This is an optimization exercise on Yosys and OpenROAD, whose aim is a short achievable clock period and few clock cycles, not a production implementation. At most, simulation tests tie the RTL to the original design; equivalence was not proved. Only the layout flow was run in run 3; the RTL was not checked for function there. Power is estimated from default activity; no workload was simulated.

`flow/design.v`:
```
module intc_timer (
    input  wire        clk,
    input  wire        rst,
    input  wire        cmd_valid,
    output wire        cmd_ready,
    input  wire [2:0]  cmd_op,
    input  wire [23:0] cmd_arg,
    input  wire [7:0]  cmd_data,
    output reg         rsp_valid,
    output reg  [7:0]  rsp_data,
    output wire [2:0]  pend,
    output reg  [1:0]  irq_line,
    output reg  [15:0] irq_vector
);
    localparam [2:0] OP_POWER    = 3'd0;
    localparam [2:0] OP_STEP     = 3'd1;
    localparam [2:0] OP_READ     = 3'd2;
    localparam [2:0] OP_WRITE    = 3'd3;
    localparam [2:0] OP_LINE     = 3'd4;
    localparam [2:0] OP_BOUNDARY = 3'd5;
    localparam [15:0] VEC_TIQ  = 16'hFFFA;
    localparam [15:0] VEC_IRQ1 = 16'hFFF8;
    localparam [15:0] VEC_IRQ2 = 16'hFFF6;
    function [7:0] dstep;
        input [7:0] r;
        input       q;
        input [8:0] m;
        reg   [9:0] t;
        begin
            t = {1'b0, r, q} - {1'b0, m};
            dstep = t[9] ? {r[6:0], q} : t[7:0];
        end
    endfunction
    function [7:0] rstep;
        input [7:0] r;
        input [8:0] m;
        input [2:0] s;
        reg  [16:0] ms;
        begin
            ms = {8'b0, m} << s;
            rstep = ({9'b0, r} >= ms) ? r - ms[7:0] : r;
        end
    endfunction
    wire stall;
    assign cmd_ready = !stall;
    reg        s0_v;
    reg [2:0]  s0_op;
    reg [23:0] s0_arg;
    reg [7:0]  s0_data;
    always @(posedge clk) begin
        if (rst)
            s0_v <= 1'b0;
        else if (!stall)
            s0_v <= cmd_valid;
        if (!stall) begin
            s0_op   <= cmd_op;
            s0_arg  <= cmd_arg;
            s0_data <= cmd_data;
        end
    end
    reg  [2:0] f_dis;
    reg  [2:1] f_irq;
    reg        f_ten;
    reg  [7:0] f_rel;
    reg  [8:0] f_m;         
    wire [2:0] s0_sel = s0_arg[2:0];
    wire s0_power = s0_op == OP_POWER;
    wire s0_step  = s0_op == OP_STEP;
    wire s0_read  = s0_op == OP_READ;
    wire s0_write = s0_op == OP_WRITE;
    wire s0_line  = s0_op == OP_LINE;
    wire s0_bound = s0_op == OP_BOUNDARY;
    reg [7:0] s0_rdf;       
    always @(*) begin
        case (s0_sel)
            3'd0:    s0_rdf = {5'b0, f_dis};
            3'd1:    s0_rdf = {5'b0, f_irq[2], f_irq[1], 1'b0};
            3'd2:    s0_rdf = f_rel;
            3'd3:    s0_rdf = {7'b0, f_ten};
            3'd4:    s0_rdf = 8'h00;
            default: s0_rdf = 8'hFF;
        endcase
        if (!s0_read) s0_rdf = 8'h00;
    end
    always @(posedge clk) begin
        if (rst) begin
            f_dis <= 3'b0;
            f_irq <= 2'b0;
            f_ten <= 1'b0;
            f_rel <= 8'b0;
            f_m   <= 9'd1;
        end else if (s0_v && !stall) begin
            if (s0_power) begin
                f_dis <= 3'b0;
                f_irq <= 2'b0;
                f_ten <= 1'b0;
                f_rel <= 8'b0;
                f_m   <= 9'd1;
            end
            if (s0_write) begin
                case (s0_sel)
                    3'd0: f_dis <= s0_data[2:0];
                    3'd2: begin
                        f_rel <= s0_data;
                        f_m   <= {1'b0, s0_data} + 9'd1;
                    end
                    3'd3: f_ten <= s0_data[0];
                    default: ;
                endcase
            end
            if (s0_line) begin
                if (s0_data[1:0] == 2'd1) f_irq[1] <= s0_arg[0];
                if (s0_data[1:0] == 2'd2) f_irq[2] <= s0_arg[0];
            end
        end
    end
    localparam F_STEP  = 0;     
    localparam F_POWER = 1;
    localparam F_TLOAD = 2;     
    localparam F_WIST  = 3;     
    localparam F_BOUND = 4;
    localparam F_RD4   = 5;     
    localparam F_RD1   = 6;     
    localparam F_NV    = 7;     
    localparam F_HINZ  = 8;     
    localparam F_RDF   = 9;     
    localparam F_PM    = 17;    
    localparam F_REL   = 20;    
    localparam F_M     = 28;    
    localparam F_NLO   = 37;    
    localparam F_NH8   = 47;    
    localparam PW      = 55;
    wire s0_tload = s0_write && s0_sel == 3'd3 && s0_data[0] && !f_ten;
    wire s0_rd4   = s0_read && s0_sel == 3'd4;
    wire [PW-1:0] s0_pkt;
    assign s0_pkt[F_STEP]  = s0_step && f_ten;
    assign s0_pkt[F_POWER] = s0_power;
    assign s0_pkt[F_TLOAD] = s0_tload;
    assign s0_pkt[F_WIST]  = s0_write && s0_sel == 3'd1;
    assign s0_pkt[F_BOUND] = s0_bound;
    assign s0_pkt[F_RD4]   = s0_rd4;
    assign s0_pkt[F_RD1]   = s0_read && s0_sel == 3'd1;
    assign s0_pkt[F_NV]    = (s0_step && f_ten) || s0_power || s0_tload || s0_rd4;
    assign s0_pkt[F_HINZ]  = s0_arg[23:18] != 6'd0;
    assign s0_pkt[F_RDF +: 8] = s0_rdf;
    assign s0_pkt[F_PM  +: 3] = {f_irq[2], f_irq[1], 1'b1} & ~f_dis & ~{3{s0_arg[0]}};
    assign s0_pkt[F_REL +: 8] = f_rel;
    assign s0_pkt[F_M   +: 9] = f_m;
    assign s0_pkt[F_NLO +: 10] = s0_arg[9:0];
    assign s0_pkt[F_NH8 +: 8] = s0_arg[17:10];
    wire [13:0] s0_nhi = s0_arg[23:10];
    wire [7:0]  r1 = dstep(dstep(dstep(8'd0, s0_nhi[13], f_m), s0_nhi[12], f_m),
                           s0_nhi[11], f_m);
    reg          p1_v, p2_v, p3_v, p4_v, p5_v;
    reg [PW-1:0] p1_pkt, p2_pkt, p3_pkt, p4_pkt, p5_pkt;
    reg [10:0]   p1_nhi;
    reg [7:0]    p2_nhi;
    reg [4:0]    p3_nhi;
    reg [1:0]    p4_nhi;
    reg [7:0]    p1_r, p2_r, p3_r, p4_r;
    reg [7:0]    p5_a;      
    reg [8:0]    p5_c;      
    reg [9:0]    p5_e;      
    wire [8:0] p1_m = p1_pkt[F_M +: 9];
    wire [8:0] p2_m = p2_pkt[F_M +: 9];
    wire [8:0] p3_m = p3_pkt[F_M +: 9];
    wire [8:0] p4_m = p4_pkt[F_M +: 9];
    wire [7:0] r2 = dstep(dstep(dstep(p1_r, p1_nhi[10], p1_m), p1_nhi[9], p1_m),
                          p1_nhi[8], p1_m);
    wire [7:0] r3 = dstep(dstep(dstep(p2_r, p2_nhi[7], p2_m), p2_nhi[6], p2_m),
                          p2_nhi[5], p2_m);
    wire [7:0] r4 = dstep(dstep(dstep(p3_r, p3_nhi[4], p3_m), p3_nhi[3], p3_m),
                          p3_nhi[2], p3_m);
    wire [7:0] r5 = dstep(dstep(p4_r, p4_nhi[1], p4_m), p4_nhi[0], p4_m);
    always @(posedge clk) begin
        if (rst) begin
            p1_v <= 1'b0;
            p2_v <= 1'b0;
            p3_v <= 1'b0;
            p4_v <= 1'b0;
            p5_v <= 1'b0;
        end else if (!stall) begin
            p1_v <= s0_v;
            p2_v <= p1_v;
            p3_v <= p2_v;
            p4_v <= p3_v;
            p5_v <= p4_v;
        end
        if (!stall) begin
            p1_pkt <= s0_pkt;
            p2_pkt <= p1_pkt;
            p3_pkt <= p2_pkt;
            p4_pkt <= p3_pkt;
            p5_pkt <= p4_pkt;
            p1_nhi <= s0_nhi[10:0];
            p2_nhi <= p1_nhi[7:0];
            p3_nhi <= p2_nhi[4:0];
            p4_nhi <= p3_nhi[1:0];
            p1_r   <= r1;
            p2_r   <= r2;
            p3_r   <= r3;
            p4_r   <= r4;
            p5_a   <= r5;
            p5_c   <= p4_m - {1'b0, r5};
            p5_e   <= {1'b0, p4_m} + {2'b0, r5};
        end
    end
    wire       x_step  = p5_pkt[F_STEP];
    wire       x_power = p5_pkt[F_POWER];
    wire       x_tload = p5_pkt[F_TLOAD];
    wire       x_wist  = p5_pkt[F_WIST];
    wire       x_bound = p5_pkt[F_BOUND];
    wire       x_rd4   = p5_pkt[F_RD4];
    wire       x_rd1   = p5_pkt[F_RD1];
    wire       x_nv    = p5_pkt[F_NV];
    wire       x_hinz  = p5_pkt[F_HINZ];
    wire [7:0] x_rdf   = p5_pkt[F_RDF +: 8];
    wire [2:0] x_pm    = p5_pkt[F_PM +: 3];
    wire [7:0] x_rel   = p5_pkt[F_REL +: 8];
    wire [8:0] x_m     = p5_pkt[F_M +: 9];
    wire [9:0] x_nlo   = p5_pkt[F_NLO +: 10];
    wire [7:0] x_nh8   = p5_pkt[F_NH8 +: 8];
    reg  [9:0] tcount;
    reg  [7:0] tvalue;
    reg        tline;
    reg  [2:0] pend_r;
    assign pend = pend_r;
    reg        dv_busy;
    reg  [1:0] dv_cnt;
    reg  [7:0] dv_r;
    reg  [8:0] dv_m;
    assign stall = dv_busy && p5_v && x_nv;
    wire   go    = p5_v && !stall;
    wire [10:0] tsub = {1'b0, tcount} - {1'b0, x_nlo};
    wire        bw   = tsub[10];
    wire [8:0] d0 = {1'b0, tvalue} - {1'b0, x_nh8};
    wire [8:0] d1 = {1'b0, tvalue} + {1'b1, ~x_nh8};
    wire [8:0] z0 = {1'b0, tvalue} - {1'b0, p5_a};
    wire [8:0] z1 = {1'b0, tvalue} + {1'b1, ~p5_a};
    wire [8:0] zm0 = {1'b0, tvalue} + p5_c;
    wire [8:0] zm1 = {1'b0, tvalue} + p5_c - 9'd1;
    wire [10:0] zz0 = {3'b0, tvalue} - {1'b0, p5_e};
    wire [10:0] zz1 = {3'b0, tvalue} + {1'b1, ~p5_e};
    wire [8:0]  d  = bw ? d1  : d0;
    wire [8:0]  z  = bw ? z1  : z0;
    wire [8:0]  zm = bw ? zm1 : zm0;
    wire [10:0] zz = bw ? zz1 : zz0;
    wire        expire = x_hinz || d[8];
    wire [7:0] dv_n = (dv_cnt == 2'd0) ? rstep(rstep(rstep(dv_r, dv_m, 3'd7), dv_m, 3'd6), dv_m, 3'd5) :
                      (dv_cnt == 2'd1) ? rstep(rstep(rstep(dv_r, dv_m, 3'd4), dv_m, 3'd3), dv_m, 3'd2) :
                                         rstep(rstep(dv_r, dv_m, 3'd1), dv_m, 3'd0);
    wire [2:0] pend_n = !go ? pend_r :
                        x_power ? 3'b0 :
                        x_bound ? {x_pm[2:1], x_pm[0] & tline} : pend_r;
    always @(posedge clk) begin
        if (rst) begin
            tcount    <= 10'd0;
            tvalue    <= 8'd0;
            tline     <= 1'b0;
            pend_r    <= 3'b0;
            dv_busy   <= 1'b0;
            dv_cnt    <= 2'd0;
            rsp_valid <= 1'b0;
        end else begin
            rsp_valid <= go;
            pend_r    <= pend_n;
            if (dv_busy) begin
                dv_r   <= dv_n;
                dv_cnt <= dv_cnt + 2'd1;
                if (dv_cnt == 2'd2) begin
                    dv_busy <= 1'b0;
                    tvalue  <= dv_n;
                end
            end
            if (go) begin
                if (x_power) begin
                    tcount <= 10'd0;
                    tvalue <= 8'd0;
                    tline  <= 1'b0;
                end
                if (x_tload) begin
                    tcount <= 10'd1023;
                    tvalue <= x_rel;
                end
                if (x_wist)
                    tline <= 1'b0;
                if (x_step) begin
                    tcount <= tsub[9:0];
                    if (!expire) begin
                        tvalue <= d[7:0];
                    end else begin
                        tline <= 1'b1;
                        if (z[8])
                            tvalue <= zm[7:0];
                        else if (zz[10])
                            tvalue <= z[7:0];
                        else begin
                            dv_busy <= 1'b1;
                            dv_cnt  <= 2'd0;
                            dv_r    <= zz[7:0];
                            dv_m    <= x_m;
                        end
                    end
                end
            end
        end
    end
    always @(posedge clk) begin
        rsp_data <= x_rd4 ? tvalue : (x_rdf | {7'b0, x_rd1 & tline});
        if (pend_n[0]) begin
            irq_line   <= 2'd0;
            irq_vector <= VEC_TIQ;
        end else if (pend_n[1]) begin
            irq_line   <= 2'd1;
            irq_vector <= VEC_IRQ1;
        end else if (pend_n[2]) begin
            irq_line   <= 2'd2;
            irq_vector <= VEC_IRQ2;
        end else begin
            irq_line   <= 2'd3;
            irq_vector <= 16'h0000;
        end
    end
endmodule
```
`flow/config.mk`:
```
export PLATFORM = sky130hd
export DESIGN_NAME = intc_timer
export DESIGN_NICKNAME = intc_timer
export VERILOG_FILES = /design/flow/design.v
export SDC_FILE = /design/flow/constraint.sdc
export NUM_CORES = 4
export LEC_CHECK = 0
export CAP_MARGIN = 20
export CORE_MARGIN = 2
export CORE_UTILIZATION = 40
export SLEW_MARGIN = 20
```
`flow/constraint.sdc`:
```
create_clock -name core_clock -period 6.0 [get_ports {clk}]
set_input_delay 1.2000 -clock core_clock [delete_from_list [all_inputs] [get_ports {clk}]]
set_output_delay 1.2000 -clock core_clock [all_outputs]
set_load 0.01 [all_outputs]
```
`flow/run.sh`:
```
#!/bin/bash
# synth_recipe.tcl (not shown) runs the flow's synth.tcl, then flattens the netlist and writes it again
# the make line also repeats each setting of config.mk as NAME=value (left out here)
make -C /OpenROAD-flow-scripts/flow DESIGN_CONFIG=/design/flow/config.mk WORK_HOME=/design/flow/orfs CLKGATE_MAP_FILE= SYNTH_SCRIPT=/design/flow/synth_recipe.tcl finish
```
==> flow_metrics.py, run 1 <==
metrics = {
    "outcome": {
        "outcome": "finished clean",
    },
    "final_layout": {
        "final_common_cell": "sky130_fd_sc_hd__edfxtp_1",
        "nets": 2865,
        "design_area_um2": 30600,
        "post_layout_nonfiller_instances": 3474,
        "drive_above_1_share": 0.140,
        "layout_common_cells": "sky130_fd_sc_hd__edfxtp_1, sky130_fd_sc_hd__ha_1, sky130_fd_sc_hd__inv_1",
        "fill_cells": 5813,
        "synthToLayoutAreaGrowth_pct": 18.4,
        "n_antenna_cell": 0,
    },
    "yosys": {
        "synth_enable_flop_cells": 387,
        "synth.largest_area_cell": "sky130_fd_sc_hd__edfxtp_1",
        "postSynthAreaPerCell_um2": 11.0,
        "synth_warnings": 1,
        "post_synth_instance_area_um2": 25900,
        "async_reset_ff_frac": 0,
        "ys_seq_elements": 456,
        "post_synth_num_cell_types": 83,
        "synthesis.instances": 2346,
        "netlist.area_leader.share": 0.449,
        "synth-main-ff-cell": "sky130_fd_sc_hd__edfxtp_1",
        "synth.area.top_cells": "sky130_fd_sc_hd__edfxtp_1, sky130_fd_sc_hd__ha_1, sky130_fd_sc_hd__dfxtp_1",
        "synth.yosys.seq_area_share": 0.503,
    },
    "run": {
        "cap_viol_max_count": 0,
    },
    "clocking": {
        "h-tree-depth": 2,
        "cts.path.max_buffers": 3,
        "cts_tree": "yes",
        "clk_transition_reported_paths_ns": 0.06,
        "cts_made_buffers": 48,
        "hold_buffers": 0,
        "clock_tree.root_cell": "sky130_fd_sc_hd__clkbuf_16",
        "clkSinkCount": 456,
        "clock_latency_of_the_later_clocked_register_in_the_worst_skew_pair_ns": 0.61,
    },
    "grt": {
        "globalRouteTotalUtil": 0.183,
        "grt.overflow.total": 0,
        "grt_antenna_before_repair": 1,
        "grt_first_pass_wirelength_mm": 98.0,
        "grt_start_max_net_pins": 81,
        "first_global_vias": 18200,
    },
    "placed_design": {
        "placedCellCount": 3368,
        "placement.io_buffers": 67,
        "placer_congestion": 0.873,
        "dpl_worst_slack_ns": -0.196,
        "place_hpwl_mm": 46.5,
        "placedInstanceArea_um2": 28500,
    },
    "setup_path": {
        "cp_slowest_cell": "sky130_fd_sc_hd__edfxtp_1",
        "cp_slowest_stage_delay_ns": 0.39,
        "timing.critical_path.from": "p2_pkt[29]$_DFFE_PN_",
        "critical_path_arrival_ns": 6.14,
        "register_to_register_setup_slack_ns": 0.21,
        "r2r.worst_path.cells": 33,
        "critical_path_class": "reg2reg",
        "cp-end-kind": "flop",
        "timing.rr.end": "p3_r[7]$_DFFE_PN_",
        "worstPathRequired_ns": 6.35,
        "setup.worst_path.start_class": "flop",
        "reg2reg_from": "p2_pkt[29]$_DFFE_PN_",
        "cp_max_fanout": 3,
    },
    "floorplanning": {
        "start_util": 0.403,
        "core_area_um2": 64200,
        "std_cell_rows": 93,
        "design.die.area_um2": 66700,
        "die_height_um": 258,
        "chipWidth_um": 258,
        "num_io_pins": 69,
    },
    "hold_path": {
        "hold_path_end": "dv_m[7]$_DFFE_PP_",
        "min_path_cells": 0,
        "hold_path_startpoint": "p5_pkt[35]$_DFFE_PN_",
        "min-delay-path-class": "reg2reg",
    },
    "power_and_ir_drop": {
        "power.ir.vdd_worst_mv": 0.545,
        "static-leakage-power_nw": 12.5,
        "power_per_cell_area_nw_per_um2": 647,
    },
    "sta": {
        "final_cycle_utilization_of_the_critical_path": 0.966,
        "timing.fmax_mhz": 173,
        "setup_ws_ns": 0.206,
        "clock-skew-final_ns": 0.0236,
        "post-route-min-period_ns": 5.79,
        "timing.slew.headroom": 0.336,
        "hold_viol": 0,
        "max_slew_violation_count": 0,
        "slew_at_the_pin_closest_to_its_max_slew_limit_ns": 0.996,
        "timing.final.setup_violations": 0,
        "grt_setup_unrepaired": "true",
    },
    "detailed_routing": {
        "antenna_violating_nets_post_route": 0,
        "drt_first_pass_iters": 7,
        "via_count": 18400,
        "vias_per_cell": 5.29,
        "drt-wirelength-per-cell_um": 17.9,
        "drc": 0,
        "routed_wirelength_mm": 62.0,
        "first_iter_violations": 1124,
    },
}
==> routing by layer <==
| layer | routed length, um | vias up | track usage | part of all wire |
|---|---|---|---|---|
| met1 | 28900 | 8754 | 0.251 | 0.47 |
| li1 | - | 9099 | - | - |
| met5 | 0 | - | 0 | 0 |
| met2 | 28600 | 413 | 0.296 | 0.46 |
| met3 | 2540 | 122 | 0.0242 | 0.041 |
| met4 | 2050 | 0 | 0.0724 | 0.033 |
==> flip-flops by register name (all words and copies together) (netlist names), 9 cells and up <==
name / cells
dv_m: 9
f_m: 9
p1_pkt: 54
p2_pkt: 55
p3_pkt: 55
p4_pkt: 55
p5_e: 10
p5_pkt: 55
s0_arg: 24
tcount: 10
==> critical path: cells and delay by family (launching register included) <==
kind	cells	cell delay, ns
buf+inv	5	0.52
compound gates	18	2.82
mux	1	0.29
flops	1	0.39
simple gates	6	0.81
fa+ha+maj	3	0.68
==> synthesized netlist by cell type, types with 16 or more instances <==
| cell | count |
|---|---|
| sky130_fd_sc_hd__a21boi_0 | 25 |
| sky130_fd_sc_hd__a21o_1 | 38 |
| sky130_fd_sc_hd__a21oi_1 | 160 |
| sky130_fd_sc_hd__a31oi_1 | 22 |
| sky130_fd_sc_hd__and2_1 | 16 |
| sky130_fd_sc_hd__and3_1 | 17 |
| sky130_fd_sc_hd__clkbuf_1 | 32 |
| sky130_fd_sc_hd__dfxtp_1 | 69 |
| sky130_fd_sc_hd__edfxtp_1 | 387 |
| sky130_fd_sc_hd__fa_1 | 26 |
| sky130_fd_sc_hd__ha_1 | 222 |
| sky130_fd_sc_hd__inv_1 | 197 |
| sky130_fd_sc_hd__mux2_2 | 33 |
| sky130_fd_sc_hd__mux2i_1 | 28 |
| sky130_fd_sc_hd__nand2_1 | 157 |
| sky130_fd_sc_hd__nand2b_1 | 23 |
| sky130_fd_sc_hd__nand3_1 | 51 |
| sky130_fd_sc_hd__nor2_1 | 170 |
| sky130_fd_sc_hd__nor2b_1 | 48 |
| sky130_fd_sc_hd__nor3_1 | 34 |
| sky130_fd_sc_hd__nor4_1 | 19 |
| sky130_fd_sc_hd__o21a_1 | 18 |
| sky130_fd_sc_hd__o21ai_0 | 138 |
| sky130_fd_sc_hd__o21ai_1 | 17 |
| sky130_fd_sc_hd__o21bai_1 | 16 |
| sky130_fd_sc_hd__xnor2_1 | 92 |
| sky130_fd_sc_hd__xor2_1 | 47 |
==> report_power, final <==
| group | internal (mW) | total [mW] | switching [mW] |
|---|---|---|---|
| Clock | 1.74 | 3.06 | 1.32 |
| Combinational | 5.95 | 12.4 | 6.44 |
| Sequential | 4.15 | 4.37 | 0.215 |
==> worst max path at each step <==
stage / end / slack, ns
after floorplan: p5_e[9]$_DFFE_PN_ / 0.006
after global placement: p4_r[6]$_DFFE_PN_ / -0.06
after detailed placement: p4_r[4]$_DFFE_PN_ / -0.20
after CTS: p3_r[6]$_DFFE_PN_ / 0.006
after global routing: p3_r[7]$_DFFE_PN_ / -0.14
final: p3_r[7]$_DFFE_PN_ / 0.21
==> cell type report <==
type	instances	area, um^2	share of cell area
clock buffers	55	1250	0.0407
flip-flops and latches	456	13000	0.425
multi-input cells	1643	12300	0.400
inverters	202	758	0.0248
clock inverters	35	399	0.0130
repair buffers	228	1880	0.0613
well taps	855	1070	0.0349
==> kinds of logic (layout without fill, tap and decap cells) <==
kind of cell / Yosys count / in the layout / share of synthesized area
DFF: 456 / 456 / 0.503
and+or+nand+nor: 587 / 587 / 0.108
xor gates and xnor gates: 139 / 139 / 0.0471
AOI/OAI and AO/OA: 602 / 602 / 0.150
adders and majority gates: 248 / 248 / 0.128
buffers and inverters: 250 / 520 / 0.0381
muxes: 63 / 63 / 0.0262
other: 1 / 4 / 0.000145
==> through the flow <==
stage,total power [mW],setup TNS (ns),hold slack [ns],utilization
final,19.8,0,0.402,0.477
after global routing,21.3,-0.864,0.405,0.477
after CTS,18.9,0,0.406,0.471
after detailed placement,15.6,-2.53,0.405,0.444
after global placement,15.4,-0.230,0.400,0.444
after floorplan,12.0,0,0.400,-
==> repair_timing <==
action                                  4_1_cts  5_1_grt
resized for setup                            20       91
endpoints found under the setup margin       27       51
setup buffers                                 3       14
pin swaps                                     6       38
Testbench counts, summed over its fixed seeds: cycles 4,868.
==> inputs of run 2 (changes only) <==
--- a/flow/config.mk
+++ b/flow/config.mk
@@ -5,7 +5,10 @@
 export SDC_FILE = /design/flow/constraint.sdc
 export NUM_CORES = 4
 export LEC_CHECK = 0
+export ABC_CLOCK_PERIOD_IN_PS = 1500
 export CAP_MARGIN = 20
 export CORE_MARGIN = 2
 export CORE_UTILIZATION = 40
+export SETUP_SLACK_MARGIN = 3.6
 export SLEW_MARGIN = 20
+export TNS_END_PERCENT = 100
==> run 2 against run 1 <==
- still clean on timing, DRC and antenna
- first-iteration DRC count grew 20%
- combinational power grew 28%
- routed wire length grew 9.4%
- final area grew 13%
- clock skew grew 0.019 ns
- sequential power is essentially flat
- non-clock buffer count grew 208
- via count grew 8.0%
- critical path depth shrank 3
- highest routed layer unchanged
==> flow_metrics.py, run 2 <==
metrics = {
    "grt": {
        "grt_antenna_before_repair": 1,
        "grt.overflow.total": 0,
        "grt_start_max_net_pins": 154,
        "globalRouteTotalUtil": 0.195,
        "first_global_vias": 19600,
        "grt_first_pass_wirelength_mm": 104,
    },
    "power_and_ir_drop": {
        "power_per_cell_area_nw_per_um2": 671,
        "clkPwrFrac": 0.128,
        "combPwrFrac": 0.684,
        "power.share.switching": 0.406,
        "p_switching_mw": 9.44,
        "seq_pwr_share": 0.188,
        "p_int_mw": 13.8,
        "static-leakage-power_nw": 14.1,
        "power.ir.vdd_worst_mv": 0.577,
    },
    "yosys": {
        "netlist.area_leader.share": 0.449,
        "async_reset_ff_frac": 0,
        "synth.yosys.seq_area_share": 0.503,
        "synthesis.instances": 2346,
        "post_synth_num_cell_types": 83,
        "synth.area.top_cells": "sky130_fd_sc_hd__edfxtp_1, sky130_fd_sc_hd__ha_1, sky130_fd_sc_hd__dfxtp_1",
        "post_synth_instance_area_um2": 25900,
        "synth-main-ff-cell": "sky130_fd_sc_hd__edfxtp_1",
        "synth.largest_area_cell": "sky130_fd_sc_hd__edfxtp_1",
        "postSynthAreaPerCell_um2": 11.0,
        "synth.cells.most_frequent": "sky130_fd_sc_hd__edfxtp_1, sky130_fd_sc_hd__ha_1, sky130_fd_sc_hd__inv_1",
        "ys_seq_elements": 456,
        "synth_most_common_cell": "sky130_fd_sc_hd__edfxtp_1",
        "synth_enable_flop_cells": 387,
        "synth_warnings": 1,
    },
    "floorplanning": {
        "design.die.area_um2": 66700,
        "num_io_pins": 69,
        "die_height_um": 258,
        "chipWidth_um": 258,
        "start_util": 0.403,
        "core_area_um2": 64200,
        "std_cell_rows": 93,
    },
    "detailed_routing": {
        "via_count": 19900,
        "drc": 0,
        "vias_per_cell": 5.39,
        "drt-wirelength-per-cell_um": 18.4,
        "first_iter_violations": 1345,
        "routed_wirelength_mm": 67.9,
        "drt_first_pass_iters": 5,
        "antenna_violating_nets_post_route": 0,
    },
    "final_layout": {
        "fill_cells": 5366,
        "post_layout_nonfiller_instances": 3682,
        "design_area_um2": 34600,
        "layout_common_cells": "sky130_fd_sc_hd__edfxtp_1, sky130_fd_sc_hd__buf_4, sky130_fd_sc_hd__ha_1",
        "drive_above_1_share": 0.329,
        "synthToLayoutAreaGrowth_pct": 34.0,
        "final_util": 0.539,
        "nets": 3075,
        "final_common_cell": "sky130_fd_sc_hd__edfxtp_1",
        "n_antenna_cell": 0,
    },
    "clocking": {
        "cts_made_buffers": 47,
        "hold_buffers": 0,
        "cts_tree": "yes",
        "clk_transition_reported_paths_ns": 0.07,
        "h-tree-depth": 2,
        "clock_tree.root_cell": "sky130_fd_sc_hd__clkbuf_16",
        "cts.path.max_buffers": 3,
        "clock_latency_of_the_later_clocked_register_in_the_worst_skew_pair_ns": 0.62,
        "clkSinkCount": 456,
    },
    "setup_path": {
        "cp-end-kind": "flop",
        "setup.worst_path.start_class": "flop",
        "crit_top_cell": "sky130_fd_sc_hd__o21ai_2",
        "timing.rr.end": "p3_r[4]$_DFFE_PN_",
        "reg2reg_from": "p2_r[0]$_DFFE_PN_",
        "timing.critical_path.from": "p2_r[0]$_DFFE_PN_",
        "critical_path_arrival_ns": 5.92,
        "cp_slowest_cell": "sky130_fd_sc_hd__edfxtp_1",
        "cp_max_fanout": 5,
        "worstPathRequired_ns": 6.33,
        "critical_path_class": "reg2reg",
        "register_to_register_setup_slack_ns": 0.42,
        "r2r.worst_path.cells": 30,
        "cp_slowest_stage_delay_ns": 0.46,
        "timing.critical_path.to": "p3_r[4]$_DFFE_PN_",
    },
    "sta": {
        "hold_viol": 0,
        "max_slew_violation_count": 0,
        "timing.final.setup_violations": 0,
        "final_cycle_utilization_of_the_critical_path": 0.931,
        "timing.fmax_mhz": 179,
        "timing.hold.ws_ns": 0.411,
        "clock-skew-final_ns": 0.0427,
        "setup_tns_ns": 0,
        "slew_at_the_pin_closest_to_its_max_slew_limit_ns": 0.799,
        "post-route-min-period_ns": 5.58,
        "timing.slew.headroom": 0.463,
        "grt_setup_unrepaired": "true",
    },
    "hold_path": {
        "min-delay-path-class": "reg2reg",
    },
    "placed_design": {
        "placer_congestion": 0.902,
        "place_hpwl_mm": 45.2,
        "placedInstanceArea_um2": 28500,
        "placedCellCount": 3291,
        "placement.io_buffers": 67,
    },
    "run": {
        "cap_viol_max_count": 0,
    },
    "outcome": {
        "outcome": "finished clean",
    },
}
run 2: cells by family after synthesis:
group                      share of synthesized area
other                                       0.000145
adders and majority gates                      0.128
buffers and inverters                         0.0381
xor gates and xnor gates                      0.0471
and+or+nand+nor                                0.108
DFF                                            0.503
muxes                                         0.0262
AOI/OAI and AO/OA                              0.150
run 2: worst min-delay path by stage:
stage,slack (ns),to,cells after the start,start
5_1_grt,0.42,p5_pkt[20]$_DFFE_PN_,0,p4_pkt[20]$_DFFE_PN_
3_3_place_gp,0.40,p5_pkt[15]$_DFFE_PN_,0,p4_pkt[15]$_DFFE_PN_
4_1_cts,0.42,p3_pkt[46]$_DFFE_PN_,0,p2_pkt[46]$_DFFE_PN_
6_report,0.41,p2_pkt[37]$_DFFE_PN_,0,p1_pkt[37]$_DFFE_PN_
2_1_floorplan,0.40,dv_m[0]$_DFFE_PP_,0,p5_pkt[28]$_DFFE_PN_
3_5_place_dp,0.40,dv_m[5]$_DFFE_PP_,0,p5_pkt[33]$_DFFE_PN_
run 2: what timing repair did:
action / 4_1_cts / 5_1_grt
pin swaps: 189 / 139
setup endpoints to repair: 373 / 343
setup buffers: 221 / 79
gates resized for setup: 305 / 261
cloned: 3 / 1
hold endpoints to repair: 0 / 0
run 2: worst max-delay path, delay by kind of cell, from the launching register on:
| kind | cells | cell delay [ns] |
|---|---|---|
| AOI/OAI and AO/OA | 20 | 3.22 |
| adders and majority gates | 3 | 0.91 |
| and+or+nand+nor | 5 | 0.51 |
| DFF | 1 | 0.46 |
| buffers and inverters | 2 | 0.20 |
run 2: layer usage:
layer	part of all wire	vias up	track usage
met1	0.44	9669	0.252
met5	0	-	0
met4	0.027	0	0.0610
li1	-	9542	-
met2	0.49	500	0.336
met3	0.044	139	0.0288
run 2: layout make-up:
type / count / area [um^2] / share of cell area
inverters: 202 / 772 / 0.0223
repair buffers: 436 / 3760 / 0.109
clock buffers: 56 / 1260 / 0.0364
well taps: 855 / 1070 / 0.0309
flip-flops and latches: 456 / 13000 / 0.376
clock inverters: 31 / 339 / 0.00979
multi-input cells: 1646 / 14400 / 0.416
run 2: power by group through the flow:
stage	logic, mW	clock network [mW]	registers (mW)
5_1_grt	17.2	3.15	4.40
3_3_place_gp	10.5	0	4.43
3_5_place_dp	10.7	0	4.44
2_1_floorplan	8.18	0	4.34
4_1_cts	13.6	3.02	4.37
6_report	15.9	2.96	4.38
run 2: through the flow:
stage | total power [mW] | setup slack, ns
4_1_cts | 21.0 | 0.550
5_1_grt | 24.7 | 0.121
3_5_place_dp | 15.1 | 0.0101
6_report | 23.2 | 0.416
2_1_floorplan | 12.5 | 0.429
3_3_place_gp | 14.9 | 0.230
==> inputs of run 3 (changes only) <==
==> flow/design.v (replaced) <==
module intc_timer (
    input  wire        clk,
    input  wire        rst,
    input  wire        cmd_valid,
    output wire        cmd_ready,
    input  wire [2:0]  cmd_op,
    input  wire [23:0] cmd_arg,
    input  wire [7:0]  cmd_data,
    output reg         rsp_valid,
    output reg  [7:0]  rsp_data,
    output wire [2:0]  pend,
    output reg  [1:0]  irq_line,
    output reg  [15:0] irq_vector
);
    localparam [2:0] OP_POWER    = 3'd0;
    localparam [2:0] OP_STEP     = 3'd1;
    localparam [2:0] OP_READ     = 3'd2;
    localparam [2:0] OP_WRITE    = 3'd3;
    localparam [2:0] OP_LINE     = 3'd4;
    localparam [2:0] OP_BOUNDARY = 3'd5;
    localparam [9:0] QUANTUM_M1  = 10'd1023;    
    localparam [15:0] VEC_TIQ  = 16'hFFFA;
    localparam [15:0] VEC_IRQ1 = 16'hFFF8;
    localparam [15:0] VEC_IRQ2 = 16'hFFF6;
    reg  [2:0] dis;         
    reg  [2:0] pend_r;
    reg  [2:1] irq_in;
    reg        tenable;
    reg  [7:0] treload;
    reg  [7:0] tvalue;
    reg  [9:0] tcount;      
    reg        tline;
    reg        busy;
    reg [23:0] remain;
    assign cmd_ready = !busy;
    assign pend      = pend_r;
    wire       accept   = cmd_valid && cmd_ready;
    wire [2:0] reg_sel  = cmd_arg[2:0];
    wire [2:0] asserted = {irq_in[2], irq_in[1], tline};
    reg [7:0] rd_data;
    always @(*) begin
        case (reg_sel)
            3'd0:    rd_data = {5'b0, dis};
            3'd1:    rd_data = {5'b0, asserted};
            3'd2:    rd_data = treload;
            3'd3:    rd_data = {7'b0, tenable};
            3'd4:    rd_data = tvalue;
            default: rd_data = 8'hFF;
        endcase
    end
    always @(*) begin
        if (pend_r[0]) begin
            irq_line   = 2'd0;
            irq_vector = VEC_TIQ;
        end else if (pend_r[1]) begin
            irq_line   = 2'd1;
            irq_vector = VEC_IRQ1;
        end else if (pend_r[2]) begin
            irq_line   = 2'd2;
            irq_vector = VEC_IRQ2;
        end else begin
            irq_line   = 2'd3;
            irq_vector = 16'h0000;
        end
    end
    wire [24:0] to_next = {15'b0, tcount} + 25'd1;
    always @(posedge clk) begin
        if (rst) begin
            dis       <= 3'b0;
            pend_r    <= 3'b0;
            irq_in    <= 2'b0;
            tenable   <= 1'b0;
            treload   <= 8'b0;
            tvalue    <= 8'b0;
            tcount    <= 10'b0;
            tline     <= 1'b0;
            busy      <= 1'b0;
            remain    <= 24'b0;
            rsp_valid <= 1'b0;
            rsp_data  <= 8'b0;
        end else begin
            rsp_valid <= 1'b0;
            rsp_data  <= 8'b0;
            if (busy) begin
                if ({1'b0, remain} < to_next) begin
                    tcount    <= tcount - remain[9:0];
                    busy      <= 1'b0;
                    rsp_valid <= 1'b1;
                end else begin
                    remain <= remain - to_next[23:0];
                    tcount <= QUANTUM_M1;
                    if (tvalue == 8'd0) begin
                        tvalue <= treload;
                        tline  <= 1'b1;
                    end else begin
                        tvalue <= tvalue - 8'd1;
                    end
                end
            end else if (accept) begin
                rsp_valid <= 1'b1;
                case (cmd_op)
                    OP_POWER: begin
                        dis     <= 3'b0;
                        pend_r  <= 3'b0;
                        irq_in  <= 2'b0;
                        tenable <= 1'b0;
                        treload <= 8'b0;
                        tvalue  <= 8'b0;
                        tcount  <= 10'b0;
                        tline   <= 1'b0;
                    end
                    OP_STEP: begin
                        if (tenable && cmd_arg != 24'd0) begin
                            busy      <= 1'b1;
                            remain    <= cmd_arg;
                            rsp_valid <= 1'b0;
                        end
                    end
                    OP_READ: begin
                        rsp_data <= rd_data;
                    end
                    OP_WRITE: begin
                        case (reg_sel)
                            3'd0: dis <= cmd_data[2:0];
                            3'd1: tline <= 1'b0;
                            3'd2: treload <= cmd_data;
                            3'd3: begin
                                if (cmd_data[0] && !tenable) begin
                                    tcount <= QUANTUM_M1;
                                    tvalue <= treload;
                                end
                                tenable <= cmd_data[0];
                            end
                            default: ;
                        endcase
                    end
                    OP_LINE: begin
                        if (cmd_data[1:0] == 2'd1) irq_in[1] <= cmd_arg[0];
                        if (cmd_data[1:0] == 2'd2) irq_in[2] <= cmd_arg[0];
                    end
                    OP_BOUNDARY: begin
                        pend_r <= asserted & ~dis & ~{3{cmd_arg[0]}};
                    end
                    default: ;
                endcase
            end
        end
    end
endmodule
==> flow/config.mk (replaced) <==
export PLATFORM = sky130hd
export DESIGN_NAME = intc_timer
export DESIGN_NICKNAME = intc_timer
export VERILOG_FILES = /design/flow/design.v
export SDC_FILE = /design/flow/constraint.sdc
export NUM_CORES = 4
export LEC_CHECK = 0
export CAP_MARGIN = 20
export CORE_MARGIN = 2
export CORE_UTILIZATION = 40
export SLEW_MARGIN = 20
==> run 3 against run 2 <==
- critical endpoint is now remain[21]$_SDFFE_PP0P_
- still clean
- die area fell by 80%
- final cell count is 76% lower
- routed wire length is 78% lower
- clock power down 83%
==> flow_metrics.py, run 3 <==
metrics = {
    "final_layout": {
        "drive_above_1_share": 0.0433,
        "final_util": 0.484,
        "multi_input_combinational_cell_area_um2": 3320,
        "top_regs": "remain: 24 flops, tcount: 10 flops",
        "n_antenna_cell": 0,
        "fill_cells": 1300,
        "nets": 774,
        "post_layout_nonfiller_instances": 888,
        "final_common_cell": "sky130_fd_sc_hd__dfxtp_1",
        "seq_area_um2": 1400,
        "largest_register": "remain",
        "synthToLayoutAreaGrowth_pct": 18.8,
        "largest_register_ff_count": 24,
        "layout_common_cells": "sky130_fd_sc_hd__dfxtp_1, sky130_fd_sc_hd__clkdlybuf4s50_1, sky130_fd_sc_hd__a21oi_1",
    },
    "clocking": {
        "post_cts.repair.setup_buffers": 0,
        "hold_buffers": 0,
        "clock_latency_of_the_later_clocked_register_in_the_worst_skew_pair_ns": 0.33,
        "cts_made_buffers": 9,
        "clock_tree.root_cell": "sky130_fd_sc_hd__clkbuf_16",
        "cts.path.max_buffers": 2,
        "cts_tree": "yes",
        "post_cts.resized_instances": 0,
        "h-tree-depth": 3,
        "clk_transition_reported_paths_ns": 0.06,
        "clkSinkCount": 70,
    },
    "yosys": {
        "synth_enable_flop_cells": 0,
        "synth.cells.most_frequent": "sky130_fd_sc_hd__dfxtp_1, sky130_fd_sc_hd__a21oi_1, sky130_fd_sc_hd__nand2_1",
        "post_synth_num_cell_types": 67,
        "post_synth_instance_area_um2": 5100,
        "synth.largest_area_cell": "sky130_fd_sc_hd__dfxtp_1",
        "async_reset_ff_frac": 0,
        "synth-main-ff-cell": "sky130_fd_sc_hd__dfxtp_1",
        "synth_most_common_cell": "sky130_fd_sc_hd__dfxtp_1",
        "netlist.area_leader.share": 0.275,
        "synth.area.top_cells": "sky130_fd_sc_hd__dfxtp_1, sky130_fd_sc_hd__a21oi_1, sky130_fd_sc_hd__ha_1",
        "synthesis.instances": 675,
        "ys_seq_elements": 70,
        "synth_warnings": 1,
        "postSynthAreaPerCell_um2": 7.55,
        "synth.yosys.seq_area_share": 0.275,
    },
    "setup_path": {
        "critical_path_arrival_ns": 3.88,
        "critical_path_class": "in2reg",
        "cp_max_fanout": 25,
        "timing.critical_path.from": "cmd_arg[0]",
        "timing.critical_path.to": "remain[21]$_SDFFE_PP0P_",
        "register_to_register_setup_slack_ns": 2.51,
        "timing.rr.end": "remain[15]$_SDFFE_PP0P_",
        "r2r.worst_path.cells": 10,
        "cp-end-kind": "flop",
        "reg2reg_from": "tcount[1]$_SDFFE_PP0P_",
        "worstPathRequired_ns": 6.20,
        "setup.worst_path.start_class": "input port",
    },
    "sta": {
        "timing.slew.headroom": 0.310,
        "clock-skew-final_ns": 0.00468,
        "timing.fmax_mhz": 272,
        "grt_setup_unrepaired": "false",
        "timing.final.setup_violations": 0,
        "hold_viol": 0,
        "max_slew_violation_count": 0,
        "final_cycle_utilization_of_the_critical_path": 0.613,
        "setup_tns_ns": 0,
        "post-route-min-period_ns": 3.68,
        "slew_at_the_pin_closest_to_its_max_slew_limit_ns": 1.03,
    },
    "grt": {
        "globalRouteTotalUtil": 0.225,
        "grt_antenna_before_repair": 0,
        "grt_first_pass_wirelength_mm": 24.4,
        "first_global_vias": 4972,
        "grt_start_max_net_pins": 56,
        "grt.overflow.total": 0,
    },
    "detailed_routing": {
        "via_count": 5138,
        "antenna_violating_nets_post_route": 0,
        "drt_first_pass_iters": 5,
        "routed_wirelength_mm": 14.8,
        "drt-wirelength-per-cell_um": 16.7,
        "vias_per_cell": 5.79,
        "first_iter_violations": 359,
        "drc": 0,
    },
    "run": {
        "cap_viol_max_count": 0,
    },
    "power_and_ir_drop": {
        "power.ir.vdd_worst_mv": 0.122,
        "static-leakage-power_nw": 2.26,
        "power_per_cell_area_nw_per_um2": 183,
        "report.power.total_mw": 1.11,
    },
    "floorplanning": {
        "num_io_pins": 69,
        "chipWidth_um": 117,
        "core_area_um2": 12500,
        "std_cell_rows": 41,
        "design.die.area_um2": 13700,
        "start_util": 0.407,
        "die_height_um": 117,
    },
    "placed_design": {
        "placer_congestion": 0.903,
        "placement.io_buffers": 67,
        "place_hpwl_mm": 10.6,
        "placedCellCount": 872,
    },
    "outcome": {
        "outcome": "finished clean",
    },
    "hold_path": {
        "min-delay-path-class": "reg2reg",
    },
}
run 3: cell count changes after synthesis, moves of 31 or more:
cell / change
sky130_fd_sc_hd__edfxtp_1: -387
sky130_fd_sc_hd__nor2b_1: -31
sky130_fd_sc_hd__xor2_1: -37
sky130_fd_sc_hd__nor2_1: -119
sky130_fd_sc_hd__xnor2_1: -79
sky130_fd_sc_hd__o21ai_0: -100
sky130_fd_sc_hd__ha_1: -199
sky130_fd_sc_hd__nand2_1: -103
sky130_fd_sc_hd__mux2_2: -33
sky130_fd_sc_hd__a21oi_1: -99
sky130_fd_sc_hd__inv_1: -163
run 3: per-stage QoR:
stage,setup slack [ns],cell area (um^2),hold slack (ns)
floorplan,3.12,5100,0.445
global placement,2.13,5780,0.479
detailed placement,2.03,5780,0.483
CTS,2.37,6050,0.491
global route,2.11,6050,0.519
finish,2.32,6050,0.488
run 3: critical path, stage by stage:
cell	delay, ns
sky130_fd_sc_hd__clkdlybuf4s50_1	0.86
sky130_fd_sc_hd__or3_1	0.62
sky130_fd_sc_hd__o41ai_1	0.57
sky130_fd_sc_hd__a21oi_1	0.08
sky130_fd_sc_hd__buf_4	0.25
sky130_fd_sc_hd__nand2_1	0.14
sky130_fd_sc_hd__o221ai_1	0.16
run 3: final cells by class:
cell class	instances	share of cell area
clock inverters	7	0.00847
inverters	36	0.0223
multi-input cells	522	0.549
clock buffers	9	0.0372
well taps	172	0.0356
flip-flops and latches	70	0.232
repair buffers	72	0.116
run 3: cells by family (layout without fill, tap and decap cells):
kind of cell | count (synthesis) | after routing | share of synthesized area
AOI/OAI and AO/OA | 206 | 206 | 0.262
xor gates and xnor gates | 23 | 23 | 0.0395
adders and majority gates | 25 | 25 | 0.0643
buffers and inverters | 83 | 124 | 0.0734
DFF | 70 | 70 | 0.275
muxes | 18 | 18 | 0.0354
other | 1 | 1 | 0.000736
and+or+nand+nor | 249 | 249 | 0.250
run 3: how the worst min path moves through the flow:
stage / start / end / cells past startpoint
after floorplan: irq_in[2]$_SDFFE_PP0P_ / irq_in[2]$_SDFFE_PP0P_ / 2
after global placement: remain[20]$_SDFFE_PP0P_ / remain[20]$_SDFFE_PP0P_ / 2
after detailed placement: remain[0]$_SDFFE_PP0P_ / remain[0]$_SDFFE_PP0P_ / 2
after CTS: remain[0]$_SDFFE_PP0P_ / remain[0]$_SDFFE_PP0P_ / 2
after global routing: remain[0]$_SDFFE_PP0P_ / remain[0]$_SDFFE_PP0P_ / 2
final: remain[0]$_SDFFE_PP0P_ / remain[0]$_SDFFE_PP0P_ / 2
run 3: report_power, final:
part / leakage, nW / switching (mW) / total [mW] / internal (mW)
sequential: 0.566 / 0.00667 / 0.477 / 0.470
combinational: 1.57 / 0.0743 / 0.131 / 0.0572
clock: 0.131 / 0.219 / 0.500 / 0.280
total: 2.26 / 0.300 / 1.11 / 0.808
run 3: metal layers:
layer	track usage	share of wire	up-vias
met5	0	0	-
met4	0.0753	0.017	0
met3	0.0443	0.053	21
met2	0.387	0.49	148
met1	0.282	0.45	2441
li1	-	-	2528

## what the ideal ports hide
In the flow no input, the clock included, has a driving cell. The finished layouts below were timed again as built, in two steps. Step 1: set_driving_cell puts a clkbuf_16 on clk and a buf_2 on each other input, an assumption about the parent block. Step 2, shift: input delay + t, output delay - t, t = (earliest + latest rising clock arrival at the registers) / 2. This alone moves slack from input paths to output paths. Three values: no drivers, after step 1, after step 2; two values: the first two.
run | t (ns) | setup WS [ns] | hold WS [ns] | worst slew at a driven data input, ns
run 1 | 0.656 | 0.206 / 0.206 / 0.206 | 0.402 / 0.402 / 0.402 | 0.10
run 2 | 0.652 | 0.416 / 0.416 / 0.416 | 0.411 / 0.411 / 0.411 | 0.04
run 3 | 0.369 | 2.321 / 2.332 / 1.962 | 0.488 / 0.488 / 0.488 | 0.05
After both steps every run listed still meets setup and hold. For run 3, which loses most, drivers alone change the setup slack by +0.011 ns; drivers and shift together by -0.359 ns.
